Background: an optimization exercise with open tools, aiming at small area, a short achievable clock period and few clock cycles. Do not read the settings as production practice. In this exercise RTL edits were held to simulation tests only and were not proved equivalent to the original. Power and IR drop assume default switching activity.

**flow/design.v**
```verilog
module gfce (
    input  wire        clk,
    input  wire        rst,
    input  wire        cmd_valid,
    input  wire [63:0] cmd_data,
    output wire        cmd_rsp_valid,
    output wire [63:0] cmd_rsp_data,
    input  wire        cfg_valid,
    input  wire [63:0] cfg_data,
    output wire        cfg_rsp_valid,
    output wire [63:0] cfg_rsp_data,
    output wire        mem_rd_en,
    output wire [31:0] mem_rd_addr,
    input  wire [7:0]  mem_rd_data,
    output wire        mem_wr_en,
    output wire [31:0] mem_wr_addr,
    output wire [7:0]  mem_wr_data
);
    localparam OP_STRMCFG   = 8'h01;
    localparam OP_STRMFREE  = 8'h02;
    localparam OP_NEGOTIATE = 8'h03;
    localparam OP_PROCESS   = 8'h04;
    localparam OP_CONFIGURE = 8'h05;
    localparam OP_RBSET     = 8'h06;
    localparam OP_RBGET     = 8'h07;
    localparam OP_RBADVR    = 8'h08;
    localparam OP_RBADVW    = 8'h09;
    localparam OP_GETST     = 8'h0A;
    localparam OP_GETGAIN   = 8'h0B;
    localparam RC_OK       = 3'd0;
    localparam RC_UNSUP    = 3'd1;
    localparam RC_NOTRES   = 3'd2;
    localparam RC_BADCMD   = 3'd3;
    localparam RC_BADARG   = 3'd4;
    localparam RC_BADRING  = 3'd5;
    integer i;
    reg        rst_q;
    reg        cv, fv;
    reg [63:0] cq, fq;
    always @(posedge clk) begin
        rst_q <= rst;
        cv    <= cmd_valid & ~rst;
        fv    <= cfg_valid & ~rst;
        cq    <= cmd_data;
        fq    <= cfg_data;
    end
    reg [30:0] gain [0:7];        
    reg [30:0] act  [0:7];        
    reg        act_z;
    reg [3:0]  channels;
    reg [1:0]  src_fmt, sink_fmt;
    reg        resolved;
    reg [31:0] r_addr [0:1];
    reg [31:0] r_end  [0:1];
    reg [31:0] r_rptr [0:1];
    reg [31:0] r_wptr [0:1];
    reg        running;           
    reg        adv_busy;          
    reg        adv_up;            
    reg        adv_ring, adv_w;
    reg [32:0] adv_sum;
    reg [32:0] adv_d;
    reg [5:0]  adv_cnt;
    reg        crv, frv;
    reg [2:0]  crc;
    reg [31:0] crd;
    reg        fr3, fr4;
    reg        rd_en, wr_en;
    reg [7:0]  wr_data;
    reg        rd_act;
    reg [1:0]  rd_pos;
    reg [2:0]  rd_ch;
    reg [31:0] rd_frm;            
    reg        v1, bv;
    reg [7:0]  bq;
    reg [1:0]  mac_j;
    reg [2:0]  mac_ch;
    reg [39:0] acc;
    reg        sticky;
    reg        fin;
    reg [23:0] wr_sr;
    reg [1:0]  wr_left;
    assign mem_rd_en     = rd_en;
    assign mem_rd_addr   = r_rptr[0];
    assign mem_wr_en     = wr_en;
    assign mem_wr_addr   = r_wptr[1];
    assign mem_wr_data   = wr_data;
    assign cmd_rsp_valid = crv;
    assign cmd_rsp_data  = {24'd0, 5'd0, crc, crd};
    assign cfg_rsp_valid = frv;
    assign cfg_rsp_data  = {24'd0, 5'd0, fr4, fr3, fr3, 32'd0};
    function ring_valid;
        input [31:0] base;
        input [31:0] lim;
        input [31:0] rp;
        input [31:0] wp;
        begin
            ring_valid = (base < lim) && (rp >= base) && (rp < lim) &&
                         (wp >= base) && (wp < lim);
        end
    endfunction
    function cmd_legal;
        input [63:0] w;
        reg [7:0] op, a, b, rsv;
        reg [31:0] imm;
        begin
            op  = w[63:56];
            a   = w[55:48];
            b   = w[47:40];
            rsv = w[39:32];
            imm = w[31:0];
            if (rsv != 8'd0)
                cmd_legal = 1'b0;
            else
                case (op)
                    OP_STRMCFG:   cmd_legal = (b == 8'd0) && (imm == 32'd0);
                    OP_STRMFREE:  cmd_legal = (a == 8'd0) && (b == 8'd0) && (imm == 32'd0);
                    OP_NEGOTIATE: cmd_legal = (imm == 32'd0);
                    OP_PROCESS:   cmd_legal = (a == 8'd0) && (b == 8'd0);
                    OP_CONFIGURE: cmd_legal = (b == 8'd0);
                    OP_RBSET:     cmd_legal = 1'b1;
                    OP_RBGET:     cmd_legal = (imm == 32'd0);
                    OP_RBADVR:    cmd_legal = (b == 8'd0);
                    OP_RBADVW:    cmd_legal = (b == 8'd0);
                    OP_GETST:     cmd_legal = (a == 8'd0) && (b == 8'd0) && (imm == 32'd0);
                    OP_GETGAIN:   cmd_legal = (imm == 32'd0);
                    default:      cmd_legal = 1'b0;
                endcase
        end
    endfunction
    wire ring0_ok = ring_valid(r_addr[0], r_end[0], r_rptr[0], r_wptr[0]);
    wire ring1_ok = ring_valid(r_addr[1], r_end[1], r_rptr[1], r_wptr[1]);
    wire [7:0]  c_op  = cq[63:56];
    wire [7:0]  c_a   = cq[55:48];
    wire [7:0]  c_b   = cq[47:40];
    wire [31:0] c_imm = cq[31:0];
    wire        c_go  = cv & ~running & ~adv_busy;
    wire        c_legal = cmd_legal(cq);
    wire        c_ok  = c_go & c_legal;
    wire is_strmcfg = c_op == OP_STRMCFG;
    wire is_free    = c_op == OP_STRMFREE;
    wire is_neg     = c_op == OP_NEGOTIATE;
    wire is_proc    = c_op == OP_PROCESS;
    wire is_conf    = c_op == OP_CONFIGURE;
    wire is_rbset   = c_op == OP_RBSET;
    wire is_rbget   = c_op == OP_RBGET;
    wire is_adv     = (c_op == OP_RBADVR) || (c_op == OP_RBADVW);
    wire is_getst   = c_op == OP_GETST;
    wire is_getgain = c_op == OP_GETGAIN;
    wire a_ring_bad  = c_a > 8'd1;
    wire b_field_bad = c_b > 8'd3;
    wire a_ch_bad    = c_a > 8'd7;
    wire c_ring_ok  = c_a[0] ? ring1_ok : ring0_ok;
    wire do_strmcfg = c_ok & is_strmcfg & (c_a <= 8'd8);
    wire do_free    = c_ok & is_free;
    wire do_neg     = c_ok & is_neg & (c_a <= 8'd2) & (c_b <= 8'd2);
    wire do_proc    = c_ok & is_proc & resolved & ring0_ok & ring1_ok;
    wire proc_run   = (c_imm != 32'd0) && (channels != 4'd0);
    wire do_conf    = c_ok & is_conf & ~a_ch_bad;
    wire do_rbset   = c_ok & is_rbset & ~a_ring_bad & ~b_field_bad;
    wire do_adv     = c_ok & is_adv & ~a_ring_bad & c_ring_ok;
    reg [2:0]  dec_code;
    reg [31:0] dec_data;
    reg [31:0] ring_field;
    reg [30:0] gain_field;
    always @(*) begin
        case (c_b[1:0])
            2'd0:    ring_field = r_addr[c_a[0]];
            2'd1:    ring_field = r_end[c_a[0]];
            2'd2:    ring_field = r_rptr[c_a[0]];
            default: ring_field = r_wptr[c_a[0]];
        endcase
        if (c_b[1])
            gain_field = act_z ? 31'd0 : act[c_a[2:0]];
        else
            gain_field = gain[c_a[2:0]];
        dec_code = RC_OK;
        dec_data = 32'd0;
        if (!c_legal) begin
            dec_code = RC_BADCMD;
        end else if (is_strmcfg) begin
            if (c_a > 8'd8) dec_code = RC_BADARG;
        end else if (is_neg) begin
            if (c_a > 8'd2 || c_b > 8'd2) dec_code = RC_UNSUP;
        end else if (is_proc) begin
            if (!resolved) dec_code = RC_NOTRES;
            else if (!(ring0_ok && ring1_ok)) dec_code = RC_BADRING;
        end else if (is_conf) begin
            if (a_ch_bad) dec_code = RC_BADARG;
        end else if (is_rbset) begin
            if (a_ring_bad || b_field_bad) dec_code = RC_BADARG;
        end else if (is_rbget) begin
            if (a_ring_bad || b_field_bad) dec_code = RC_BADARG;
            else dec_data = ring_field;
        end else if (is_adv) begin
            if (a_ring_bad) dec_code = RC_BADARG;
            else if (!c_ring_ok) dec_code = RC_BADRING;
        end else if (is_getst) begin
            dec_data = {8'd0, 4'd0, channels, 6'd0, sink_fmt, 2'd0, src_fmt, 3'd0, resolved};
        end else if (is_getgain) begin
            if (a_ch_bad || c_b > 8'd2) dec_code = RC_BADARG;
            else dec_data = {1'b0, gain_field};
        end
    end
    wire c_later = do_adv | (do_proc & proc_run);
    wire f_legal = cmd_legal(fq) && (fq[63:56] == OP_CONFIGURE);
    wire f_a_bad = fq[55:48] > 8'd7;
    wire do_fconf = fv & f_legal & ~f_a_bad;
    wire [30:0] c_gain = c_imm[30:0] | {31{c_imm[31]}};
    wire [30:0] f_gain = fq[30:0] | {31{fq[31]}};
    wire [30:0] gbus   = (do_fconf ? f_gain : c_gain) & {31{~rst_q}};
    wire [2:0]  gsel   = do_fconf ? fq[50:48] : c_a[2:0];
    wire        gwr    = do_fconf | do_conf;
    always @(posedge clk) begin
        for (i = 0; i < 8; i = i + 1) begin
            if (rst_q || (gwr && gsel == i[2:0]))
                gain[i] <= gbus;
            if (do_proc)
                act[i] <= gain[i];
        end
        if (rst_q)
            act_z <= 1'b1;
        else if (do_proc)
            act_z <= 1'b0;
    end
    always @(posedge clk) begin
        if (rst_q) begin
            channels <= 4'd0;
            src_fmt  <= 2'd0;
            sink_fmt <= 2'd0;
            resolved <= 1'b0;
        end else begin
            if (do_strmcfg) begin
                channels <= c_a[3:0];
                resolved <= 1'b0;
            end
            if (do_free) begin
                channels <= 4'd0;
                resolved <= 1'b0;
            end
            if (do_neg) begin
                src_fmt  <= c_a[1:0];
                sink_fmt <= c_b[1:0];
                resolved <= 1'b1;
            end
        end
    end
    wire src16  = src_fmt == 2'd0;
    wire src24  = src_fmt == 2'd1;
    wire sink16 = sink_fmt == 2'd0;
    wire sink24 = sink_fmt == 2'd1;
    wire [3:0] routine = {2'd0, src_fmt} * 4'd3 + {2'd0, sink_fmt};
    wire [1:0] slot_last = (src16 && sink16) ? 2'd1 : 2'd3;
    wire [1:0] rd_lastb  = src16 ? 2'd1 : 2'd3;      
    wire [1:0] mac_lastb = src16 ? 2'd1 : (src24 ? 2'd2 : 2'd3);
    wire [31:0] adv_base  = r_addr[adv_ring];
    wire [33:0] adv_d2    = {adv_d, 1'b0};
    wire        adv_dbl   = adv_up && (adv_d2 <= {1'b0, adv_sum});
    wire [33:0] adv_diff  = {1'b0, adv_sum} - {1'b0, adv_d};
    wire        adv_ge    = ~adv_diff[33];
    wire [32:0] adv_rem   = adv_ge ? adv_diff[32:0] : adv_sum;
    wire        adv_last  = adv_busy && !adv_dbl && (adv_cnt == 6'd0);
    wire [31:0] adv_res   = adv_base + adv_rem[31:0];
    wire [31:0] dec_ptr   = c_op[0] ? r_wptr[c_a[0]] : r_rptr[c_a[0]];
    wire [31:0] dec_base  = r_addr[c_a[0]];
    always @(posedge clk) begin
        if (rst) begin
            adv_busy <= 1'b0;
        end else if (do_adv) begin
            adv_busy <= 1'b1;
        end else if (adv_last) begin
            adv_busy <= 1'b0;
        end
        if (do_adv) begin
            adv_ring <= c_a[0];
            adv_w    <= c_op[0];
            adv_up   <= 1'b1;
            adv_sum  <= {1'b0, dec_ptr - dec_base} + {1'b0, c_imm};
            adv_d    <= {1'b0, r_end[c_a[0]] - dec_base};
            adv_cnt  <= 6'd0;
        end else if (adv_busy) begin
            if (adv_dbl) begin
                adv_d   <= adv_d2[32:0];
                adv_cnt <= adv_cnt + 6'd1;
            end else begin
                adv_up  <= 1'b0;
                adv_sum <= adv_rem;
                adv_d   <= {1'b0, adv_d[32:1]};
                adv_cnt <= adv_cnt - 6'd1;
            end
        end
    end
    wire rd_slot_end = rd_pos == slot_last;
    wire rd_ch_end   = rd_ch == channels - 4'd1;
    wire rd_frm_end  = rd_frm == 32'd1;
    wire rd_all_end  = rd_slot_end & rd_ch_end & rd_frm_end;
    reg        rd_act_n;
    reg [1:0]  rd_pos_n;
    always @(*) begin
        rd_act_n = rd_act;
        rd_pos_n = rd_pos + 2'd1;
        if (rd_slot_end) rd_pos_n = 2'd0;
        if (rd_act && rd_all_end) rd_act_n = 1'b0;
        if (do_proc && proc_run) begin
            rd_act_n = 1'b1;
            rd_pos_n = 2'd0;
        end
    end
    always @(posedge clk) begin
        if (rst) begin
            rd_act <= 1'b0;
            rd_en  <= 1'b0;
        end else begin
            rd_act <= rd_act_n;
            rd_en  <= rd_act_n && (rd_pos_n <= rd_lastb);
        end
        rd_pos <= rd_pos_n;
        if (do_proc) begin
            rd_ch  <= 3'd0;
            rd_frm <= c_imm;
        end else if (rd_act && rd_slot_end) begin
            if (rd_ch_end) begin
                rd_ch  <= 3'd0;
                rd_frm <= rd_frm - 32'd1;
            end else begin
                rd_ch  <= rd_ch + 3'd1;
            end
        end
    end
    wire        mac_first = mac_j == 2'd0;
    wire        mac_last  = mac_j == mac_lastb;
    wire        mac_use   = bv && (mac_j <= mac_lastb);
    wire [30:0] mac_m     = act[mac_ch];
    wire signed [8:0]  mac_b = {mac_last & bq[7], bq};
    wire signed [40:0] mac_p = mac_b * $signed({1'b0, mac_m});
    wire [39:0] mac_base  = mac_first ? 40'd0 : {8'd0, acc[39:8]};
    wire [39:0] mac_sum   = mac_base + mac_p[39:0];
    wire [1:0]  mac_jlast = rd_lastb;
    always @(posedge clk) begin
        if (rst) begin
            v1  <= 1'b0;
            bv  <= 1'b0;
            fin <= 1'b0;
        end else begin
            v1  <= rd_en;
            bv  <= v1;
            fin <= mac_use && mac_last;
        end
        bq <= mem_rd_data;
        if (do_proc) begin
            mac_j  <= 2'd0;
            mac_ch <= 3'd0;
        end else if (bv) begin
            mac_j <= (mac_j == mac_jlast) ? 2'd0 : mac_j + 2'd1;
            if (mac_use && mac_last)
                mac_ch <= (mac_ch == channels - 4'd1) ? 3'd0 : mac_ch + 3'd1;
        end
        if (mac_use) begin
            acc    <= mac_sum;
            sticky <= mac_first ? 1'b0 : (sticky | (acc[7:0] != 8'd0));
        end
    end
    reg [32:0] cv_q;
    reg        cv_rb, cv_below;
    reg [32:0] cv_r, cv_y;
    reg        cv_over, cv_under;
    reg [31:0] cv_v;
    wire       cv_neg = acc[39];
    always @(*) begin
        case (routine)
            4'd7, 4'd8: begin
                cv_q = acc[39:7];
                cv_rb = acc[6];
                cv_below = sticky | (acc[5:0] != 6'd0);
            end
            4'd4, 4'd5: begin
                cv_q = {{8{acc[39]}}, acc[39:15]};
                cv_rb = acc[14];
                cv_below = sticky | (acc[13:0] != 14'd0);
            end
            default: begin
                cv_q = {{16{acc[39]}}, acc[39:23]};
                cv_rb = acc[22];
                cv_below = sticky | (acc[21:0] != 22'd0);
            end
        endcase
        cv_r = cv_q + {32'd0, cv_rb & (~cv_neg | cv_below)};
        if (routine == 4'd7)
            cv_y = {{8{cv_r[32]}}, cv_r[32:8]} +
                   {32'd0, cv_r[7] & (~cv_r[32] | (cv_r[6:0] != 7'd0))};
        else
            cv_y = cv_r;
        case (routine)
            4'd8: begin
                cv_over  = 1'b0;
                cv_under = 1'b0;
            end
            4'd4, 4'd5, 4'd7: begin
                cv_over  = ~cv_y[32] & (cv_y[31:23] != 9'h000);
                cv_under =  cv_y[32] & (cv_y[31:23] != 9'h1FF);
            end
            default: begin
                cv_over  = ~cv_y[32] & (cv_y[31:15] != 17'h00000);
                cv_under =  cv_y[32] & (cv_y[31:15] != 17'h1FFFF);
            end
        endcase
        if (cv_over)
            cv_v = sink16 ? 32'h0000_7FFF : (sink24 ? 32'h007F_FFFF : 32'h7FFF_FFFF);
        else if (cv_under)
            cv_v = sink16 ? 32'hFFFF_8000 : (sink24 ? 32'hFF80_0000 : 32'h8000_0000);
        else if (routine == 4'd2)
            cv_v = {cv_y[15:0], 16'd0};
        else if (routine == 4'd1 || routine == 4'd5)
            cv_v = {cv_y[23:0], 8'd0};
        else
            cv_v = cv_y[31:0];
    end
    wire pipe_idle = ~rd_act & ~rd_en & ~v1 & ~bv & ~fin;
    wire proc_done = running & pipe_idle & (wr_left == 2'd1);
    always @(posedge clk) begin
        if (rst) begin
            wr_en   <= 1'b0;
            wr_left <= 2'd0;
        end else if (fin) begin
            wr_en   <= 1'b1;
            wr_left <= sink16 ? 2'd1 : 2'd3;
        end else if (wr_left != 2'd0) begin
            wr_en   <= 1'b1;
            wr_left <= wr_left - 2'd1;
        end else begin
            wr_en   <= 1'b0;
        end
        if (fin) begin
            wr_data <= cv_v[7:0];
            wr_sr   <= cv_v[31:8];
        end else begin
            wr_data <= wr_sr[7:0];
            wr_sr   <= {8'd0, wr_sr[23:8]};
        end
    end
    always @(posedge clk) begin
        if (rst)
            running <= 1'b0;
        else if (do_proc && proc_run)
            running <= 1'b1;
        else if (proc_done)
            running <= 1'b0;
    end
    wire [31:0] wbus = (adv_busy ? adv_res : c_imm) & {32{~rst_q}};
    wire [31:0] rp0_inc = r_rptr[0] + 32'd1;
    wire [31:0] rp0_nxt = (rp0_inc == r_end[0]) ? r_addr[0] : rp0_inc;
    wire [31:0] wp1_inc = r_wptr[1] + 32'd1;
    wire [31:0] wp1_nxt = (wp1_inc == r_end[1]) ? r_addr[1] : wp1_inc;
    always @(posedge clk) begin
        for (i = 0; i < 2; i = i + 1) begin
            if (rst_q || (do_rbset && c_a[0] == i[0] && c_b[1:0] == 2'd0))
                r_addr[i] <= wbus;
            if (rst_q || (do_rbset && c_a[0] == i[0] && c_b[1:0] == 2'd1))
                r_end[i] <= wbus;
        end
        if (rd_en)
            r_rptr[0] <= rp0_nxt;
        else if (rst_q || (do_rbset && !c_a[0] && c_b[1:0] == 2'd2) ||
                 (adv_last && !adv_ring && !adv_w))
            r_rptr[0] <= wbus;
        if (rst_q || (do_rbset && c_a[0] && c_b[1:0] == 2'd2) ||
            (adv_last && adv_ring && !adv_w))
            r_rptr[1] <= wbus;
        if (rst_q || (do_rbset && !c_a[0] && c_b[1:0] == 2'd3) ||
            (adv_last && !adv_ring && adv_w))
            r_wptr[0] <= wbus;
        if (wr_en)
            r_wptr[1] <= wp1_nxt;
        else if (rst_q || (do_rbset && c_a[0] && c_b[1:0] == 2'd3) ||
                 (adv_last && adv_ring && adv_w))
            r_wptr[1] <= wbus;
    end
    always @(posedge clk) begin
        if (rst) begin
            crv <= 1'b0;
            frv <= 1'b0;
        end else begin
            crv <= (c_go & ~c_later) | adv_last | proc_done;
            frv <= fv;
        end
        crc <= c_go ? dec_code : RC_OK;
        crd <= c_go ? dec_data : 32'd0;
        fr3 <= ~f_legal;
        fr4 <= f_legal & f_a_bad;
    end
endmodule
```
**flow/run.sh**
```bash
#!/bin/bash
# synth_recipe.tcl (not shown) runs the flow's synth.tcl, then flattens the netlist and writes it again
# the make line also repeats each setting of config.mk as NAME=value (left out here)
make -C /OpenROAD-flow-scripts/flow DESIGN_CONFIG=/design/flow/config.mk WORK_HOME=/design/flow/orfs CLKGATE_MAP_FILE= SYNTH_SCRIPT=/design/flow/synth_recipe.tcl finish
```
**flow/config.mk**
```make
export PLATFORM = sky130hd
export DESIGN_NAME = gfce
export DESIGN_NICKNAME = gfce
export VERILOG_FILES = /design/flow/design.v
export SDC_FILE = /design/flow/constraint.sdc
export NUM_CORES = 4
export LEC_CHECK = 0
export CAP_MARGIN = 20
export CORE_MARGIN = 2
export CORE_UTILIZATION = 40
export SLEW_MARGIN = 20
```
**flow/constraint.sdc**
```tcl
create_clock -name core_clock -period 30.0 [get_ports {clk}]
set_input_delay 6.0000 -clock core_clock [delete_from_list [all_inputs] [get_ports {clk}]]
set_output_delay 6.0000 -clock core_clock [all_outputs]
set_load 0.01 [all_outputs]
```
==> impl_metrics.yaml, run 1 <==
status:
  status: "timing/DRC/antenna clean"
setup_path:
  end_kind: "flop"
  crit_path_start_kind: "flop"
  cpMostUsedCell: "ha_1"
  worst_path_max_delay_cell: "a31oi_4"
  rrSetupSlack_ns: 19.33
  crit_fanout: 29
  crit_arrival_ns: 11.34
  worst_ep_required_time_ns: 30.67
  path_class: "flop to flop"
  cpPeakStageDelay_ns: 0.84
worst_hold_path:
  min_path_type: "flop to flop"
final_layout:
  area_growth_pct: 12.54
  final_nets: 8776
  final_util_pct: 45.20
  drive_gt1_share_pct: 8.437
  fillers: 18180
global_routing:
  grt_overflow_total: 0
  grt_start_max_net_pins: 92
  grt_pass1_vias: 61290
  grt_first_pass_wirelength_um: 425800
  antenna_found_initial: 7
  grtUsageTotal_pct: 29.32
detailed_routing:
  ant_nets: 0
  drt-initial-drc-count: 6996
  drt-wirelength-per-cell_um: 28.58
  via_per_inst: 6.024
  firstDrtPassIters: 6
  drcViolationCount: 0
  wl_um: 297400
  num_vias: 62690
clock_tree:
  postCtsSetupRepairBufs: 0
  cts_buffers: 133
  post_cts_resized: 0
  clk_pin_slew_ns: 0.06
  cts_hold_buffers: 0
  cts.htree.levels: 4
  cts_sinks: 1140
  tritoncts: "done"
  cts_root_buf: "clkbuf_16"
  clk_latency_ns: 0.80
  clock_path_buffers: 3
logic_synthesis:
  synth_top_area_cell: "edfxtp_1"
  synth_most_common_cell: "edfxtp_1"
  synth_edf_count: 892
  synthTopCellsByCount: "edfxtp_1 (892), nand2_1 (665), ha_1 (639)"
  synth.avg_cell_area_um2: 10.37
  async_flop_share_pct: 0
  yosysSeqAreaShare_pct: 40.63
  synthFlopType: "edfxtp_1"
  synth_cell_type_count: 111
  synth.top_cell.area_share_pct: 34.28
  yosys_warnings: 7
  yosys_register_bits: 1140
  synth_area_leaders: "edfxtp_1 (34%), ha_1 (10%), dfxtp_1 (6.4%)"
  synthesis.area_um2: 78150
  postSynthCellCount: 7539
timing:
  timing.setup.tns_ns: 0
  slew_headroom_pct: 15.72
  setup_viol: 0
  finClkSkew_ns: 0.04598
  rsz0062_at_grt: "no"
  final.setup.worst_slack_ns: 19.33
  drv_slew: 0
  period_minus_slack_ns: 10.67
  hold_viol_final: 0
  worst_slew_pin_slew_ns: 1.260
  finalCritPeriodShare_pct: 35.56
  fmax_mhz: 93.74
pwr:
  irDropWorstVdd_v: 0.00006050
  power_density_nw_per_um2: 56.17
  total_leakage_power_nw: 34.73
floorplanning:
  pin_count: 344
  start_util_pct: 40.16
  fp.dieH_um: 446.0
  rows: 162
  core_area_um2: 194600
  fp.dieW_um: 446.0
  die_area_um2: 198900
placed_design:
  dp_hpwl_um: 223800
  port_buffers: 253
  pre_cts_slack_ns: 19.46
  gp_congestion: 0.9845
flow_run:
  cap_violations: 0
==> cell type report <==
type / instances / area (µm²) / share of cell area [%]
antenna: 7 / 17.52 / 0.01992
clock buffer: 167 / 3591 / 4.083
clock inverter: 70 / 639.4 / 0.7270
inverter: 519 / 1949 / 2.216
multi-input combinational: 5545 / 43000 / 48.89
sequential: 1140 / 31780 / 36.14
tap: 2542 / 3181 / 3.616
timing repair buffer: 417 / 3786 / 4.305
==> per-layer routing <==
metal	track usage (%)	share of wire (%)
met1	35.15	37
met2	47.22	46
met3	4.341	7.3
met4	23.19	9.4
met5	0	0.0094
==> registers in the layout (all words and copies together), names as in the netlist, 3 cells and up <==
signal    count
mac_ch        3
rd_frm       32
wr_data       8
fq           64
cq           64
crc           3
r_addr       64
gain        248
crd          32
r_end        64
acc          40
act         248
r_rptr       64
adv_cnt       6
r_wptr       64
adv_sum      33
channels      4
wr_sr        24
bq            8
adv_d        33
rd_ch         3
==> worst max-delay path: cells and delay by family (launching register included) <==
| family | cells | cell delay (ns) |
|---|---|---|
| AOI/OAI and AO/OA | 8 | 2.64 |
| adders and majority gates | 6 | 2.08 |
| DFF | 1 | 0.51 |
| and+or+nand+nor | 16 | 5.34 |
==> layout by cell type, fill, tap and decap left out, types with 66 or more instances in the layout <==
| cell | n |
|---|---|
| o21ai_0 | 442 |
| dfxtp_1 | 234 |
| a21o_1 | 167 |
| a22oi_1 | 72 |
| nand3_1 | 118 |
| buf_4 | 161 |
| a21oi_1 | 388 |
| mux4_2 | 86 |
| and2_1 | 123 |
| nor3_1 | 113 |
| nor2_1 | 501 |
| xnor2_1 | 280 |
| nand4_1 | 86 |
| nand2_1 | 664 |
| edfxtp_1 | 892 |
| clkbuf_16 | 137 |
| nand2b_1 | 95 |
| xor2_1 | 98 |
| mux2i_1 | 125 |
| mux2_2 | 66 |
| o21a_1 | 80 |
| ha_1 | 638 |
| clkdlybuf4s50_1 | 253 |
| inv_1 | 514 |
| fa_1 | 241 |
| conb_1 | 90 |
| nor2b_1 | 92 |
| o211ai_1 | 71 |
==> worst paths after layout <==
path,startpoint,endpoint,cells after the start
setup reg to reg,sink_fmt[1],wr_sr[17],30
setup / recovery,sink_fmt[1],wr_sr[17],30
hold reg to reg,gain[2][11],act[2][11],0
hold / removal,gain[2][11],act[2][11],0
==> logic make-up after synthesis <==
kind of cell / synth area share (%)
AOI/OAI and AO/OA: 15.80
xor gates and xnor gates: 4.313
adders and majority gates: 16.40
buffers and inverters: 5.059
DFF: 40.63
muxes: 5.030
other: 0.004799
and+or+nand+nor: 12.76
==> stage by stage <==
step,cells,hold slack [ns],power [mW],area (µm²)
after CTS,10400,0.4286,4.936,87920
after global routing,10400,0.4417,5.144,87940
final,10410,0.4265,4.940,87950
after global placement,10160,0.4243,3.310,83670
after floorplan,7628,0.4188,2.854,78480
after detailed placement,10160,0.4289,3.335,83690
==> power by group <==
part | total, mW | leakage [nW] | switching, mW | internal [mW]
Sequential | 1.92 | 10.7 | 0.0993 | 1.82
Clock | 1.61 | 2.05 | 0.702 | 0.907
Combinational | 1.41 | 22.0 | 0.839 | 0.570
Total | 4.94 | 34.7 | 1.64 | 3.30
Testbench counts, summed over its fixed seeds: cycles 133,174.
==> run 2: changes to the inputs <==
--- a/flow/design.v
+++ b/flow/design.v
@@ -57,5 +57,6 @@
     reg        running;           
     reg        adv_busy;          
-    reg        adv_up;            
+    reg [1:0]  adv_st;            
+    reg        adv_fin;           
     reg        adv_ring, adv_w;
     reg [32:0] adv_sum;
@@ -90,14 +91,4 @@
     assign cfg_rsp_valid = frv;
     assign cfg_rsp_data  = {24'd0, 5'd0, fr4, fr3, fr3, 32'd0};
-    function ring_valid;
-        input [31:0] base;
-        input [31:0] lim;
-        input [31:0] rp;
-        input [31:0] wp;
-        begin
-            ring_valid = (base < lim) && (rp >= base) && (rp < lim) &&
-                         (wp >= base) && (wp < lim);
-        end
-    endfunction
     function cmd_legal;
         input [63:0] w;
@@ -129,11 +120,14 @@
         end
     endfunction
-    wire ring0_ok = ring_valid(r_addr[0], r_end[0], r_rptr[0], r_wptr[0]);
-    wire ring1_ok = ring_valid(r_addr[1], r_end[1], r_rptr[1], r_wptr[1]);
+    reg [1:0]  ring_ok;
+    wire ring0_ok = ring_ok[0];
+    wire ring1_ok = ring_ok[1];
+    reg        chk_busy, chk_ring, chk_acc;
+    reg [2:0]  chk_step;
     wire [7:0]  c_op  = cq[63:56];
     wire [7:0]  c_a   = cq[55:48];
     wire [7:0]  c_b   = cq[47:40];
     wire [31:0] c_imm = cq[31:0];
-    wire        c_go  = cv & ~running & ~adv_busy;
+    wire        c_go  = cv & ~running & ~adv_busy & ~chk_busy;
     wire        c_legal = cmd_legal(cq);
     wire        c_ok  = c_go & c_legal;
@@ -162,17 +156,33 @@
     reg [2:0]  dec_code;
     reg [31:0] dec_data;
+    reg        fs_ring;
+    reg [1:0]  fs_field;
     reg [31:0] ring_field;
-    reg [30:0] gain_field;
     always @(*) begin
-        case (c_b[1:0])
-            2'd0:    ring_field = r_addr[c_a[0]];
-            2'd1:    ring_field = r_end[c_a[0]];
-            2'd2:    ring_field = r_rptr[c_a[0]];
-            default: ring_field = r_wptr[c_a[0]];
+        if (chk_busy) begin
+            fs_ring  = chk_ring;
+            fs_field = (chk_step == 3'd0) ? 2'd0 : ((chk_step[2] | chk_step[1] & chk_step[0]) ? 2'd3 : 2'd2);
+        end else if (adv_busy) begin
+            fs_ring  = adv_ring;
+            fs_field = 2'd1;
+        end else if (is_adv) begin
+            fs_ring  = c_a[0];
+            fs_field = {1'b1, c_op[0]};
+        end else begin
+            fs_ring  = c_a[0];
+            fs_field = c_b[1:0];
+        end
+        case (fs_field)
+            2'd0:    ring_field = r_addr[fs_ring];
+            2'd1:    ring_field = r_end[fs_ring];
+            2'd2:    ring_field = r_rptr[fs_ring];
+            default: ring_field = r_wptr[fs_ring];
         endcase
-        if (c_b[1])
-            gain_field = act_z ? 31'd0 : act[c_a[2:0]];
-        else
-            gain_field = gain[c_a[2:0]];
+    end
+    wire [2:0]  mac_ch_nxt = (mac_ch == channels - 4'd1) ? 3'd0 : mac_ch + 3'd1;
+    wire [3:0]  g_sel = running ? {1'b1, mac_ch_nxt} : {c_b[1], c_a[2:0]};
+    wire [30:0] g_rd  = g_sel[3] ? act[g_sel[2:0]] : gain[g_sel[2:0]];
+    wire [30:0] gain_field = (c_b[1] & act_z) ? 31'd0 : g_rd;
+    always @(*) begin
         dec_code = RC_OK;
         dec_data = 32'd0;
@@ -203,5 +213,5 @@
         end
     end
-    wire c_later = do_adv | (do_proc & proc_run);
+    wire c_later = do_adv | (do_proc & proc_run) | do_rbset;
     wire f_legal = cmd_legal(fq) && (fq[63:56] == OP_CONFIGURE);
     wire f_a_bad = fq[55:48] > 8'd7;
@@ -248,20 +258,42 @@
     wire src16  = src_fmt == 2'd0;
     wire src24  = src_fmt == 2'd1;
+    wire src32  = src_fmt[1];
     wire sink16 = sink_fmt == 2'd0;
     wire sink24 = sink_fmt == 2'd1;
-    wire [3:0] routine = {2'd0, src_fmt} * 4'd3 + {2'd0, sink_fmt};
+    wire sink32 = sink_fmt[1];
+    wire rt8    = src32 & sink32;                   
+    wire rt7    = src32 & sink24;                   
+    wire rt45   = src24 & ~sink16;                  
+    wire lim24  = rt45 | rt7;                       
+    wire post8  = (src16 & sink24) | (src24 & sink32);
+    wire post16 = src16 & sink32;
     wire [1:0] slot_last = (src16 && sink16) ? 2'd1 : 2'd3;
     wire [1:0] rd_lastb  = src16 ? 2'd1 : 2'd3;      
     wire [1:0] mac_lastb = src16 ? 2'd1 : (src24 ? 2'd2 : 2'd3);
-    wire [31:0] adv_base  = r_addr[adv_ring];
-    wire [33:0] adv_d2    = {adv_d, 1'b0};
-    wire        adv_dbl   = adv_up && (adv_d2 <= {1'b0, adv_sum});
-    wire [33:0] adv_diff  = {1'b0, adv_sum} - {1'b0, adv_d};
-    wire        adv_ge    = ~adv_diff[33];
-    wire [32:0] adv_rem   = adv_ge ? adv_diff[32:0] : adv_sum;
-    wire        adv_last  = adv_busy && !adv_dbl && (adv_cnt == 6'd0);
-    wire [31:0] adv_res   = adv_base + adv_rem[31:0];
-    wire [31:0] dec_ptr   = c_op[0] ? r_wptr[c_a[0]] : r_rptr[c_a[0]];
-    wire [31:0] dec_base  = r_addr[c_a[0]];
+    wire [31:0] addr_r = r_addr[chk_busy ? chk_ring : adv_ring];
+    reg  [32:0] au_x, au_y;
+    reg         au_sub;
+    always @(*) begin
+        au_x   = adv_sum;
+        au_y   = {1'b0, addr_r};
+        au_sub = 1'b1;
+        if (!adv_busy) begin
+            au_x   = {1'b0, ring_field};
+            au_y   = {1'b0, c_imm};
+            au_sub = 1'b0;
+        end else if (adv_fin) begin
+            au_sub = 1'b0;
+        end else if (adv_st == 2'd1) begin
+            au_x   = {1'b0, ring_field};
+        end else if (adv_st == 2'd2) begin
+            au_y   = {adv_d[31:0], 1'b0};
+        end else if (adv_st == 2'd3) begin
+            au_y   = adv_d;
+        end
+    end
+    wire [33:0] au_out  = {1'b0, au_x} + {1'b0, au_y ^ {33{au_sub}}} + {33'd0, au_sub};
+    wire        au_ge   = au_out[33];           
+    wire        adv_last = adv_busy & adv_fin;
+    wire [31:0] adv_res  = au_out[31:0];
     always @(posedge clk) begin
         if (rst) begin
@@ -275,18 +307,35 @@
             adv_ring <= c_a[0];
             adv_w    <= c_op[0];
-            adv_up   <= 1'b1;
-            adv_sum  <= {1'b0, dec_ptr - dec_base} + {1'b0, c_imm};
-            adv_d    <= {1'b0, r_end[c_a[0]] - dec_base};
+            adv_st   <= 2'd0;
+            adv_fin  <= 1'b0;
+            adv_sum  <= au_out[32:0];
             adv_cnt  <= 6'd0;
         end else if (adv_busy) begin
-            if (adv_dbl) begin
-                adv_d   <= adv_d2[32:0];
-                adv_cnt <= adv_cnt + 6'd1;
-            end else begin
-                adv_up  <= 1'b0;
-                adv_sum <= adv_rem;
+            case (adv_st)
+            2'd0: begin
+                adv_sum <= au_out[32:0];
+                adv_st  <= 2'd1;
+            end
+            2'd1: begin
+                adv_d   <= au_out[32:0];
+                adv_st  <= 2'd2;
+            end
+            2'd2: begin
+                if (au_ge && !adv_d[32]) begin
+                    adv_d   <= {adv_d[31:0], 1'b0};
+                    adv_cnt <= adv_cnt + 6'd1;
+                end else begin
+                    adv_st  <= 2'd3;
+                end
+            end
+            default: begin
+                if (au_ge)
+                    adv_sum <= au_out[32:0];
                 adv_d   <= {1'b0, adv_d[32:1]};
                 adv_cnt <= adv_cnt - 6'd1;
+                if (adv_cnt == 6'd0)
+                    adv_fin <= 1'b1;
             end
+            endcase
         end
     end
@@ -331,5 +380,5 @@
     wire        mac_last  = mac_j == mac_lastb;
     wire        mac_use   = bv && (mac_j <= mac_lastb);
-    wire [30:0] mac_m     = act[mac_ch];
+    reg  [30:0] mac_m;
     wire signed [8:0]  mac_b = {mac_last & bq[7], bq};
     wire signed [40:0] mac_p = mac_b * $signed({1'b0, mac_m});
@@ -351,8 +400,11 @@
             mac_j  <= 2'd0;
             mac_ch <= 3'd0;
+            mac_m  <= g_rd;
         end else if (bv) begin
             mac_j <= (mac_j == mac_jlast) ? 2'd0 : mac_j + 2'd1;
-            if (mac_use && mac_last)
-                mac_ch <= (mac_ch == channels - 4'd1) ? 3'd0 : mac_ch + 3'd1;
+            if (mac_use && mac_last) begin
+                mac_ch <= mac_ch_nxt;
+                mac_m  <= g_rd;
+            end
         end
         if (mac_use) begin
@@ -361,55 +413,44 @@
         end
     end
-    reg [32:0] cv_q;
-    reg        cv_rb, cv_below;
-    reg [32:0] cv_r, cv_y;
-    reg        cv_over, cv_under;
-    reg [31:0] cv_v;
-    wire       cv_neg = acc[39];
+    wire        cv_neg = acc[39];
+    wire        cv_in1 = acc[6] & (~cv_neg | sticky | (acc[5:0] != 6'd0));
+    wire [8:0]  cv_t   = {1'b0, acc[14:7]} + {8'd0, cv_in1};
+    reg  [32:0] cv_q;
+    reg         cv_inc;
+    reg  [32:0] cv_y;
+    reg         cv_over, cv_under;
+    reg  [31:0] cv_v;
     always @(*) begin
-        case (routine)
-            4'd7, 4'd8: begin
-                cv_q = acc[39:7];
-                cv_rb = acc[6];
-                cv_below = sticky | (acc[5:0] != 6'd0);
-            end
-            4'd4, 4'd5: begin
-                cv_q = {{8{acc[39]}}, acc[39:15]};
-                cv_rb = acc[14];
-                cv_below = sticky | (acc[13:0] != 14'd0);
-            end
-            default: begin
-                cv_q = {{16{acc[39]}}, acc[39:23]};
-                cv_rb = acc[22];
-                cv_below = sticky | (acc[21:0] != 22'd0);
-            end
-        endcase
-        cv_r = cv_q + {32'd0, cv_rb & (~cv_neg | cv_below)};
-        if (routine == 4'd7)
-            cv_y = {{8{cv_r[32]}}, cv_r[32:8]} +
-                   {32'd0, cv_r[7] & (~cv_r[32] | (cv_r[6:0] != 7'd0))};
-        else
-            cv_y = cv_r;
-        case (routine)
-            4'd8: begin
-                cv_over  = 1'b0;
-                cv_under = 1'b0;
-            end
-            4'd4, 4'd5, 4'd7: begin
-                cv_over  = ~cv_y[32] & (cv_y[31:23] != 9'h000);
-                cv_under =  cv_y[32] & (cv_y[31:23] != 9'h1FF);
-            end
-            default: begin
-                cv_over  = ~cv_y[32] & (cv_y[31:15] != 17'h00000);
-                cv_under =  cv_y[32] & (cv_y[31:15] != 17'h1FFFF);
-            end
-        endcase
+        if (rt8) begin
+            cv_q   = acc[39:7];
+            cv_inc = cv_in1;
+        end else if (rt7) begin
+            cv_q   = {{8{acc[39]}}, acc[39:15]};
+            cv_inc = cv_t[8] | (cv_t[7] & (~cv_neg | (cv_t[6:0] != 7'd0)));
+        end else if (rt45) begin
+            cv_q   = {{8{acc[39]}}, acc[39:15]};
+            cv_inc = acc[14] & (~cv_neg | sticky | (acc[13:0] != 14'd0));
+        end else begin
+            cv_q   = {{16{acc[39]}}, acc[39:23]};
+            cv_inc = acc[22] & (~cv_neg | sticky | (acc[21:0] != 22'd0));
+        end
+        cv_y = cv_q + {32'd0, cv_inc};
+        if (rt8) begin
+            cv_over  = 1'b0;
+            cv_under = 1'b0;
+        end else if (lim24) begin
+            cv_over  = ~cv_y[32] & (cv_y[31:23] != 9'h000);
+            cv_under =  cv_y[32] & (cv_y[31:23] != 9'h1FF);
+        end else begin
+            cv_over  = ~cv_y[32] & (cv_y[31:15] != 17'h00000);
+            cv_under =  cv_y[32] & (cv_y[31:15] != 17'h1FFFF);
+        end
         if (cv_over)
             cv_v = sink16 ? 32'h0000_7FFF : (sink24 ? 32'h007F_FFFF : 32'h7FFF_FFFF);
         else if (cv_under)
             cv_v = sink16 ? 32'hFFFF_8000 : (sink24 ? 32'hFF80_0000 : 32'h8000_0000);
-        else if (routine == 4'd2)
+        else if (post16)
             cv_v = {cv_y[15:0], 16'd0};
-        else if (routine == 4'd1 || routine == 4'd5)
+        else if (post8)
             cv_v = {cv_y[23:0], 8'd0};
         else
@@ -476,4 +517,28 @@
             r_wptr[1] <= wbus;
     end
+    wire [31:0] chk_b   = chk_step[0] ? addr_r : r_end[chk_ring];
+    wire        chk_lt  = ring_field < chk_b;
+    wire        chk_ok  = chk_step[0] ? ~chk_lt : chk_lt;
+    wire        chk_end = chk_busy && chk_step == 3'd4;
+    always @(posedge clk) begin
+        if (rst)
+            chk_busy <= 1'b0;
+        else if (do_rbset)
+            chk_busy <= 1'b1;
+        else if (chk_end)
+            chk_busy <= 1'b0;
+        if (do_rbset) begin
+            chk_ring <= c_a[0];
+            chk_step <= 3'd0;
+            chk_acc  <= 1'b1;
+        end else begin
+            chk_step <= chk_step + 3'd1;
+            chk_acc  <= chk_acc & chk_ok;
+        end
+        if (rst_q)
+            ring_ok <= 2'b00;
+        else if (chk_end)
+            ring_ok[chk_ring] <= chk_acc & chk_ok;
+    end
     always @(posedge clk) begin
         if (rst) begin
@@ -481,5 +546,5 @@
             frv <= 1'b0;
         end else begin
-            crv <= (c_go & ~c_later) | adv_last | proc_done;
+            crv <= (c_go & ~c_later) | adv_last | proc_done | chk_end;
             frv <= fv;
         end
==> run 2 against run 1 <==
Net effect: first-iteration DRC count is 26% lower; cell area is 13% lower; utilization is 0.54 points higher; non-clock buffer count is 44 lower; global-route usage is 3.9 points lower; critical path type is now flop to primary output; worst hold slack better by 0.013 ns; sequential share of layout area is 6.9 points higher; via count is 18% lower; combinational power is 26% lower; worst setup slack better by 2.3 ns.
==> impl_metrics.yaml, run 2 <==
status:
  status: "timing/DRC/antenna clean"
worst_hold_path:
  min_path_type: "flop to flop"
  whs_endpoint: "act[1][22]"
  min_path_cells: 0
  holdCritStartpoint: "gain[1][22]"
timing:
  worst_slew_pin_slew_ns: 1.093
  finClkSkew_ns: 0.02807
  slew_headroom_pct: 26.63
  period_minus_slack_ns: 8.364
  fmax_mhz: 119.6
  timing.setup.tns_ns: 0
  hold_viol_final: 0
  rsz0062_at_grt: "no"
  finalCritPeriodShare_pct: 27.88
  setup_viol: 0
  drv_slew: 0
  fin_hold_ws_ns: 0.4397
floorplanning:
  rows: 150
  start_util_pct: 40.27
  core_area_um2: 167200
  pin_count: 344
  fp.dieH_um: 414.3
  fp.dieW_um: 414.3
  die_area_um2: 171600
pwr:
  p_int_mw: 3.246
  comb_power_share_pct: 22.4
  power_density_nw_per_um2: 60.79
  total_leakage_power_nw: 28.81
  switching_share_pct: 30.18
  fin_total_pwr_mw: 4.649
  seqPwrFrac_pct: 42.3
  irDropWorstVdd_v: 0.00004443
  p_clk_share_pct: 35.2
  p_switching_mw: 1.403
setup_path:
  worst_ep_required_time_ns: 24.00
  end_kind: "primary output"
  reg2reg_depth: 23
  crit_path_start_kind: "flop"
  rrSetupSlack_ns: 22.09
  path_class: "flop to primary output"
  crit_fanout: 32
  r2r-end: "adv_sum[22]"
  timing.rr.start: "cq[61]"
  crit_arrival_ns: 2.36
logic_synthesis:
  synth_edf_count: 925
  synth_top_area_cell: "edfxtp_1"
  async_flop_share_pct: 0
  postSynthCellCount: 6366
  yosys_warnings: 7
  synth.avg_cell_area_um2: 10.58
  synthesis.area_um2: 67340
  synth_cell_type_count: 114
  synth_area_leaders: "edfxtp_1 (41%), dfxtp_1 (7.6%), fa_1 (7.0%)"
  yosysSeqAreaShare_pct: 48.86
  synth_most_common_cell: "edfxtp_1"
  yosys_register_bits: 1181
  synth.top_cell.area_share_pct: 41.25
  synthFlopType: "edfxtp_1"
  synthTopCellsByCount: "edfxtp_1 (925), nand2_1 (739), nor2_1 (498)"
placed_design:
  dp_hpwl_um: 155400
  port_buffers: 253
  placed_area_um2: 72030
  gp_congestion: 0.9106
global_routing:
  antenna_found_initial: 12
  grt_overflow_total: 0
  grt_start_max_net_pins: 151
  grt_first_pass_wirelength_um: 328600
  grt_pass1_vias: 50140
  grtUsageTotal_pct: 25.41
detailed_routing:
  wl_um: 223300
  firstDrtPassIters: 6
  num_vias: 51530
  drcViolationCount: 0
  drt-wirelength-per-cell_um: 25.27
  via_per_inst: 5.832
  ant_nets: 0
  drt-initial-drc-count: 5165
final_layout:
  reg_top3: "act x248, gain x248"
  layout_commonest_cell: "edfxtp_1"
  fillers: 15480
  area_growth_pct: 13.57
  seq_area_um2: 32910
  multi_input_area_um2: 31370
  final_nets: 7088
  final_cell_mix: "edfxtp_1 (925), nand2_1 (738), nor2_1 (490)"
  drive_gt1_share_pct: 7.906
  final_cell_area_um2: 76480
clock_tree:
  tritoncts: "done"
  cts_hold_buffers: 0
  clk_latency_ns: 0.80
  cts_sinks: 1181
  post_cts_resized: 0
  cts.htree.levels: 4
  cts_root_buf: "clkbuf_16"
  clk_pin_slew_ns: 0.05
  clock_path_buffers: 3
  cts_buffers: 135
  postCtsSetupRepairBufs: 0
flow_run:
  cap_violations: 0
[run 2: layout make-up]
class	count	area share, %
Antenna cell	4	0.01309
Clock buffer	174	4.841
Clock inverter	74	0.8736
Inverter	411	2.027
Multi-Input combinational cell	4415	41.02
Sequential cell	1181	43.04
Tap cell	2204	3.606
Timing Repair Buffer	373	4.587
[run 2: cell families (layout without fill, tap and decap cells)]
kind of cell	count (synthesis)	in the layout	synth area share, %
simple gates	2033	2033	14.21
compound gates	1350	1350	13.32
flops	1181	1181	48.86
buf+inv	859	1032	5.479
fa+ha+maj	431	431	10.63
xor+xnor	280	280	3.664
mux	231	231	3.831
other cells	1	94	0.005569
[run 2: critical path, stage by stage (launching register included)]
cell	delay (ns)
dfxtp_2	0.31
buf_4	0.58
clkdlybuf4s50_1	0.67
[run 2: worst max-delay path by stage]
| stage | start | end | cells after the start |
|---|---|---|---|
| 2_1_floorplan | cq[61] | act[0][0] | 11 |
| 3_3_place_gp | cq[61] | adv_sum[28] | 23 |
| 3_5_place_dp | cq[61] | adv_sum[28] | 23 |
| 4_1_cts | rd_en | mem_rd_en | 2 |
| 5_1_grt | cq[61] | adv_sum[21] | 23 |
| 6_report | rd_en | mem_rd_en | 2 |
[run 2: power groups by stage]
stage	sequential (mW)	combinational, mW	clock [mW]
after CTS	1.97	1.04	1.66
after floorplan	1.97	0.716	0
after detailed placement	2.00	1.03	0
after global routing	1.97	1.15	1.72
after global placement	2.00	1.02	0
final	1.97	1.04	1.64
[run 2: metal layers]
layer	GRT usage, %	up-vias	share of wire, %
li1	-	22930	-
met1	31.81	25680	39
met2	41.89	2389	48
met3	4.478	522	7.7
met4	13.58	8	5.7
met5	0	-	0.025
[run 2: metrics by stage]
| stage | std cells | util, % | setup WS [ns] |
|---|---|---|---|
| finish | 8836 | 45.73 | 21.64 |
| global route | 8833 | 45.73 | 21.59 |
| CTS | 8830 | 45.69 | 21.62 |
| detailed placement | 8582 | 43.08 | 22.24 |
| global placement | 8581 | 43.07 | 22.44 |
| floorplan | 6455 | - | 19.77 |
Testbench counts of run 2, summed over its fixed seeds: cycles 135,742.
==> run 3: changes to the inputs <==
--- a/flow/design.v
+++ b/flow/design.v
@@ -37,5 +37,8 @@
     reg        rst_q;
     reg        cv, fv;
-    reg [63:0] cq, fq;
+    reg [63:0] cq;
+    reg        f_legal, f_a_bad;
+    reg [2:0]  f_ch;
+    reg [30:0] f_gain;
     always @(posedge clk) begin
         rst_q <= rst;
@@ -43,5 +46,8 @@
         fv    <= cfg_valid & ~rst;
         cq    <= cmd_data;
-        fq    <= cfg_data;
+        f_legal <= (cfg_data[63:56] == OP_CONFIGURE) && (cfg_data[47:32] == 16'd0);
+        f_a_bad <= cfg_data[55:51] != 5'd0;
+        f_ch    <= cfg_data[50:48];
+        f_gain  <= cfg_data[30:0] | {31{cfg_data[31]}};
     end
     reg [30:0] gain [0:7];        
@@ -60,6 +66,6 @@
     reg        adv_fin;           
     reg        adv_ring, adv_w;
-    reg [32:0] adv_sum;
-    reg [32:0] adv_d;
+    wire [32:0] adv_sum;          
+    reg [32:0] adv_d;             
     reg [5:0]  adv_cnt;
     reg        crv, frv;
@@ -72,5 +78,5 @@
     reg [1:0]  rd_pos;
     reg [2:0]  rd_ch;
-    reg [31:0] rd_frm;            
+    wire [31:0] rd_frm = adv_d[31:0];    
     reg        v1, bv;
     reg [7:0]  bq;
@@ -78,4 +84,5 @@
     reg [2:0]  mac_ch;
     reg [39:0] acc;
+    assign adv_sum = acc[32:0];
     reg        sticky;
     reg        fin;
@@ -91,4 +98,28 @@
     assign cfg_rsp_valid = frv;
     assign cfg_rsp_data  = {24'd0, 5'd0, fr4, fr3, fr3, 32'd0};
+    function [31:0] dec32;           
+        input [31:0] a;
+        reg          k;
+        integer      n;
+        begin
+            k = 1'b1;
+            for (n = 0; n < 32; n = n + 1) begin
+                dec32[n] = a[n] ^ k;
+                k = k & ~a[n];
+            end
+        end
+    endfunction
+    function lt32;                   
+        input [31:0] a;
+        input [31:0] b;
+        reg          k;
+        integer      n;
+        begin
+            k = 1'b0;
+            for (n = 0; n < 32; n = n + 1)
+                k = (~a[n] & b[n]) | (~(a[n] ^ b[n]) & k);
+            lt32 = k;
+        end
+    endfunction
     function cmd_legal;
         input [63:0] w;
@@ -166,10 +197,7 @@
             fs_ring  = adv_ring;
             fs_field = 2'd1;
-        end else if (is_adv) begin
-            fs_ring  = c_a[0];
-            fs_field = {1'b1, c_op[0]};
         end else begin
             fs_ring  = c_a[0];
-            fs_field = c_b[1:0];
+            fs_field = c_op[3] ? {1'b1, c_op[0]} : c_b[1:0];
         end
         case (fs_field)
@@ -214,11 +242,8 @@
     end
     wire c_later = do_adv | (do_proc & proc_run) | do_rbset;
-    wire f_legal = cmd_legal(fq) && (fq[63:56] == OP_CONFIGURE);
-    wire f_a_bad = fq[55:48] > 8'd7;
     wire do_fconf = fv & f_legal & ~f_a_bad;
     wire [30:0] c_gain = c_imm[30:0] | {31{c_imm[31]}};
-    wire [30:0] f_gain = fq[30:0] | {31{fq[31]}};
     wire [30:0] gbus   = (do_fconf ? f_gain : c_gain) & {31{~rst_q}};
-    wire [2:0]  gsel   = do_fconf ? fq[50:48] : c_a[2:0];
+    wire [2:0]  gsel   = do_fconf ? f_ch : c_a[2:0];
     wire        gwr    = do_fconf | do_conf;
     always @(posedge clk) begin
@@ -295,4 +320,5 @@
     wire        au_ge   = au_out[33];           
     wire        adv_last = adv_busy & adv_fin;
+    wire        adv_swe  = do_adv | (adv_busy & ((adv_st == 2'd0) | ((adv_st == 2'd3) & au_ge)));
     wire [31:0] adv_res  = au_out[31:0];
     always @(posedge clk) begin
@@ -309,19 +335,15 @@
             adv_st   <= 2'd0;
             adv_fin  <= 1'b0;
-            adv_sum  <= au_out[32:0];
             adv_cnt  <= 6'd0;
         end else if (adv_busy) begin
             case (adv_st)
             2'd0: begin
-                adv_sum <= au_out[32:0];
                 adv_st  <= 2'd1;
             end
             2'd1: begin
-                adv_d   <= au_out[32:0];
                 adv_st  <= 2'd2;
             end
             2'd2: begin
                 if (au_ge && !adv_d[32]) begin
-                    adv_d   <= {adv_d[31:0], 1'b0};
                     adv_cnt <= adv_cnt + 6'd1;
                 end else begin
@@ -330,7 +352,4 @@
             end
             default: begin
-                if (au_ge)
-                    adv_sum <= au_out[32:0];
-                adv_d   <= {1'b0, adv_d[32:1]};
                 adv_cnt <= adv_cnt - 6'd1;
                 if (adv_cnt == 6'd0)
@@ -367,9 +386,7 @@
         if (do_proc) begin
             rd_ch  <= 3'd0;
-            rd_frm <= c_imm;
         end else if (rd_act && rd_slot_end) begin
             if (rd_ch_end) begin
                 rd_ch  <= 3'd0;
-                rd_frm <= rd_frm - 32'd1;
             end else begin
                 rd_ch  <= rd_ch + 3'd1;
@@ -377,4 +394,16 @@
         end
     end
+    always @(posedge clk) begin
+        if (do_proc)
+            adv_d <= {1'b0, c_imm};
+        else if (rd_act && rd_slot_end && rd_ch_end)
+            adv_d <= {1'b0, dec32(rd_frm)};
+        else if (adv_busy && adv_st == 2'd1)
+            adv_d <= au_out[32:0];
+        else if (adv_busy && adv_st == 2'd2 && au_ge && !adv_d[32])
+            adv_d <= {adv_d[31:0], 1'b0};
+        else if (adv_busy && adv_st == 2'd3)
+            adv_d <= {1'b0, adv_d[32:1]};
+    end
     wire        mac_first = mac_j == 2'd0;
     wire        mac_last  = mac_j == mac_lastb;
@@ -411,4 +440,6 @@
             acc    <= mac_sum;
             sticky <= mac_first ? 1'b0 : (sticky | (acc[7:0] != 8'd0));
+        end else if (adv_swe) begin
+            acc    <= {7'd0, au_out[32:0]};
         end
     end
@@ -489,8 +520,12 @@
     end
     wire [31:0] wbus = (adv_busy ? adv_res : c_imm) & {32{~rst_q}};
-    wire [31:0] rp0_inc = r_rptr[0] + 32'd1;
-    wire [31:0] rp0_nxt = (rp0_inc == r_end[0]) ? r_addr[0] : rp0_inc;
-    wire [31:0] wp1_inc = r_wptr[1] + 32'd1;
-    wire [31:0] wp1_nxt = (wp1_inc == r_end[1]) ? r_addr[1] : wp1_inc;
+    wire [31:0] rp0_inc = r_rptr[0] + {31'd0, rd_en};
+    wire [31:0] rp0_nxt = (rd_en && rp0_inc == r_end[0]) ? r_addr[0] : rp0_inc;
+    wire [31:0] wp1_inc = r_wptr[1] + {31'd0, wr_en};
+    wire [31:0] wp1_nxt = (wr_en && wp1_inc == r_end[1]) ? r_addr[1] : wp1_inc;
+    wire rp0_set = rst_q || (do_rbset && !c_a[0] && c_b[1:0] == 2'd2) ||
+                   (adv_last && !adv_ring && !adv_w);
+    wire wp1_set = rst_q || (do_rbset && c_a[0] && c_b[1:0] == 2'd3) ||
+                   (adv_last && adv_ring && adv_w);
     always @(posedge clk) begin
         for (i = 0; i < 2; i = i + 1) begin
@@ -500,9 +535,5 @@
                 r_end[i] <= wbus;
         end
-        if (rd_en)
-            r_rptr[0] <= rp0_nxt;
-        else if (rst_q || (do_rbset && !c_a[0] && c_b[1:0] == 2'd2) ||
-                 (adv_last && !adv_ring && !adv_w))
-            r_rptr[0] <= wbus;
+        r_rptr[0] <= rp0_set ? wbus : rp0_nxt;
         if (rst_q || (do_rbset && c_a[0] && c_b[1:0] == 2'd2) ||
             (adv_last && adv_ring && !adv_w))
@@ -511,12 +542,8 @@
             (adv_last && !adv_ring && adv_w))
             r_wptr[0] <= wbus;
-        if (wr_en)
-            r_wptr[1] <= wp1_nxt;
-        else if (rst_q || (do_rbset && c_a[0] && c_b[1:0] == 2'd3) ||
-                 (adv_last && adv_ring && adv_w))
-            r_wptr[1] <= wbus;
+        r_wptr[1] <= wp1_set ? wbus : wp1_nxt;
     end
     wire [31:0] chk_b   = chk_step[0] ? addr_r : r_end[chk_ring];
-    wire        chk_lt  = ring_field < chk_b;
+    wire        chk_lt  = lt32(ring_field, chk_b);
     wire        chk_ok  = chk_step[0] ? ~chk_lt : chk_lt;
     wire        chk_end = chk_busy && chk_step == 3'd4;
==> flow/flow/run.sh (new file) <==
#!/bin/bash
# Layout: the standard flow (standard.sh, with its unchanged standard
# synthesis) with two layout choices:
#  - the port buffers are sky130_fd_sc_hd__buf_2 instead of the default pick
#    (a slow delay buffer);
set -euo pipefail
bash standard.sh \
  "BUFFER_PORTS_ARGS=-buffer_cell sky130_fd_sc_hd__buf_2" \
  "SETUP_SLACK_MARGIN=23.0" \
  finish > standard.log 2>&1
==> flow/standard.sh (new file) <==
#!/bin/bash
# synth_recipe.tcl (not shown) runs the flow's synth.tcl, then flattens the netlist and writes it again
# the make line also repeats each setting of config.mk as NAME=value (left out here)
make -C /OpenROAD-flow-scripts/flow DESIGN_CONFIG=/design/flow/config.mk WORK_HOME=/design/flow/orfs CLKGATE_MAP_FILE= SYNTH_SCRIPT=/design/flow/synth_recipe.tcl "${@:-finish}"
--- a/flow/config.mk
+++ b/flow/config.mk
@@ -8,4 +8,8 @@
 export CAP_MARGIN = 20
 export CORE_MARGIN = 2
-export CORE_UTILIZATION = 40
+export CORE_UTILIZATION = 55
+export CTS_BUF_LIST = sky130_fd_sc_hd__clkbuf_16 sky130_fd_sc_hd__clkbuf_8
+export CTS_CLUSTER_DIAMETER = 80
+export CTS_CLUSTER_SIZE = 30
+export PLACE_DENSITY = 0.7
 export SLEW_MARGIN = 20
removed: flow/run.sh
==> run 3 against run 2 <==
Net effect: still clean; sequential power fell by 12%; critical path depth fell by 1; die area fell by 31%; global-route usage rose by 11 points; wire length fell by 0.69%; worst hold slack got worse by 0.038 ns; combinational power fell by 5%; via count fell by 0.17%; maximum frequency rose by 15%; critical endpoint unchanged.
==> impl_metrics.yaml, run 3 <==
status:
  status: "timing/DRC/antenna clean"
placed_design:
  dp_hpwl_um: 156400
  gp_congestion: 0.9931
  placed_area_um2: 66190
  port_buffers: 253
logic_synthesis:
  synth.top_cell.area_share_pct: 37.61
  synthesis.area_um2: 63480
  async_flop_share_pct: 0
  synth_most_common_cell: "edfxtp_1"
  synthFlopType: "edfxtp_1"
  synthTopCellsByCount: "edfxtp_1 (795), nand2_1 (754), a21oi_1 (388)"
  synth_edf_count: 795
  synth_top_area_cell: "edfxtp_1"
  synth.avg_cell_area_um2: 10.30
  synth_area_leaders: "edfxtp_1 (38%), dfxtp_1 (9.2%), fa_1 (7.4%)"
  yosys_register_bits: 1088
  yosysSeqAreaShare_pct: 46.85
  yosys_warnings: 7
  synth_cell_type_count: 89
  postSynthCellCount: 6164
clock_tree:
  tritoncts: "done"
  clk_latency_ns: 0.78
  cts_root_buf: "clkbuf_16"
  cts_hold_buffers: 0
  cts_buffers: 54
  cts_sinks: 1088
  cts.htree.levels: 2
  clock_path_buffers: 3
  clk_pin_slew_ns: 0.11
detailed_routing:
  via_per_inst: 6.528
  wl_um: 221800
  num_vias: 51440
  drcViolationCount: 0
  ant_nets: 0
  drt-initial-drc-count: 7181
  firstDrtPassIters: 8
  drt-wirelength-per-cell_um: 28.14
timing:
  finalCritPeriodShare_pct: 24.27
  rsz0062_at_grt: "yes"
  period_minus_slack_ns: 7.282
  fmax_mhz: 137.3
  finClkSkew_ns: 0.1051
  drv_slew: 0
  hold_viol_final: 0
  worst_slew_pin_slew_ns: 1.173
  setup_viol: 0
  timing.setup.tns_ns: 0
  slew_headroom_pct: 21.42
  fin_hold_ws_ns: 0.4021
floorplanning:
  start_util_pct: 55.52
  pin_count: 344
  die_area_um2: 118200
  fp.dieW_um: 343.7
  fp.dieH_um: 343.7
  rows: 124
  core_area_um2: 114300
setup_path:
  crit_path_start_kind: "flop"
  critPathTopFamily: "flip-flops"
  worst_ep_required_time_ns: 24.00
  cpPeakStageDelay_ns: 0.45
  path_class: "flop to primary output"
  crit_arrival_ns: 1.28
  worst_path_max_delay_cell: "dfxtp_4"
  rrSetupSlack_ns: 23.18
  crit_fanout: 2
  timing.critical_path.cells: "buf_6"
  end_kind: "primary output"
  cp_num_buf_inv: 1
worst_hold_path:
  min_path_type: "flop to flop"
flow_run:
  cap_violations: 0
final_layout:
  final_cell_area_um2: 70120
  drive_gt1_share_pct: 15.16
  reg_top3: "act x248, gain x248"
  multi_input_area_um2: 31370
  layout_commonest_cell: "edfxtp_1"
  area_growth_pct: 10.46
  fillers: 9346
  final_cell_mix: "edfxtp_1 (795), nand2_1 (752), a21oi_1 (381)"
  final_nets: 6914
  seq_area_um2: 30030
pwr:
  power_density_nw_per_um2: 52.35
  total_leakage_power_nw: 27.23
  irDropWorstVdd_v: 0.00005699
global_routing:
  grt_overflow_total: 0
  grt_pass1_vias: 48790
  grtUsageTotal_pct: 36.85
  grt_first_pass_wirelength_um: 321400
  grt_start_max_net_pins: 61
  antenna_found_initial: 10
## run 3: cell count changes in the layout (fill, tap and decap cells not counted), sizes merged, moves of 60 or more
cell and change:
inv -83, edfxtp -130, clkdlybuf4s50 -253, clkbuf -113, nor3 +69, o21ai +120
a221oi -60, nor2 -120, buf +356
## run 3: layout make-up
type | count | area share [%]
flip-flops and latches | 1088 | 42.83
well taps | 1512 | 2.698
clock inverters | 43 | 0.7833
clock buffers | 59 | 2.073
repair buffers | 478 | 5.157
diodes | 11 | 0.03925
inverters | 314 | 1.681
multi-input cells | 4376 | 44.74
## run 3: what timing repair did
item                       4_1_cts  5_1_grt
setup buffers                   70       17
pin swaps                        4       13
setup endpoints to repair      329      360
resized for setup              258       98
cloned                           1        1
## run 3: layer usage
| metal | global-route usage [%] | routed length [µm] |
|---|---|---|
| met2 | 55.22 | 96660 |
| met5 | 1.082 | 222 |
| met3 | 8.704 | 27150 |
| met4 | 17.74 | 12650 |
| met1 | 50.49 | 85080 |
## run 3: path summary, 6_finish.rpt
kind | end | startpoint | cells past startpoint
setup / recovery | mem_rd_en | rd_en | 1
hold reg to reg | fr3 | f_legal | 1
hold / removal | fr3 | f_legal | 1
setup reg to reg | adv_d[31] | adv_d[0] | 35
## run 3: through the flow
stage	power [mW]	worst slack [ns]	instances	utilization, %
global route	3.808	22.71	7870	61.30
finish	3.671	22.72	7881	61.33
global placement	2.660	22.30	7678	57.86
CTS	3.630	22.70	7852	60.84
floorplan	2.370	23.04	6253	-
detailed placement	2.671	22.17	7679	57.89
## run 3: power by group
part	internal [mW]	switching (mW)	total, mW
registers	1.69	0.0495	1.74
clock network	0.388	0.560	0.948
logic	0.370	0.614	0.985
## run 3: logic make-up after synthesis
| kind of cell | share of synthesized area (%) |
|---|---|
| multiplexers | 4.352 |
| XOR/XNOR | 3.755 |
| buffers and inverters | 5.257 |
| AND/OR/NAND/NOR | 14.25 |
| flip-flops | 46.85 |
| AO/OA/AOI/OAI | 13.65 |
| other | 0.005907 |
| adder cells (fa/ha/maj) | 11.89 |
Testbench counts of run 3, summed over its fixed seeds: cycles 135,742.

static timing again, ports no longer ideal:
Ports are ideal in the flow. The routed layouts listed here were re-timed in OpenROAD. Step 1 (the two cells are an assumption about what drives the block):
set clk [get_ports {clk}]
set_driving_cell -lib_cell sky130_fd_sc_hd__clkbuf_16 $clk
set_driving_cell -lib_cell sky130_fd_sc_hd__buf_2 [delete_from_list [all_inputs] $clk]
Step 2 times the ports against the registers' clock, not the clock port: input delays grow and output delays shrink by t, the midpoint of the rising clock arrivals with the driver on. a / b / c = ideal ports / drivers / drivers and shift; a / b = the first two.
run | t (ns) | setup WS [ns] | worst register clock-pin slew, ns
run 1 | 0.871 | 19.333 / 19.333 / 19.333 | 0.07 / 0.07
run 2 | 0.874 | 21.636 / 21.549 / 22.093 | 0.07 / 0.07
run 3 | 0.807 | 22.718 / 22.642 / 22.809 | 0.12 / 0.12
After both steps every run listed still meets setup and hold.
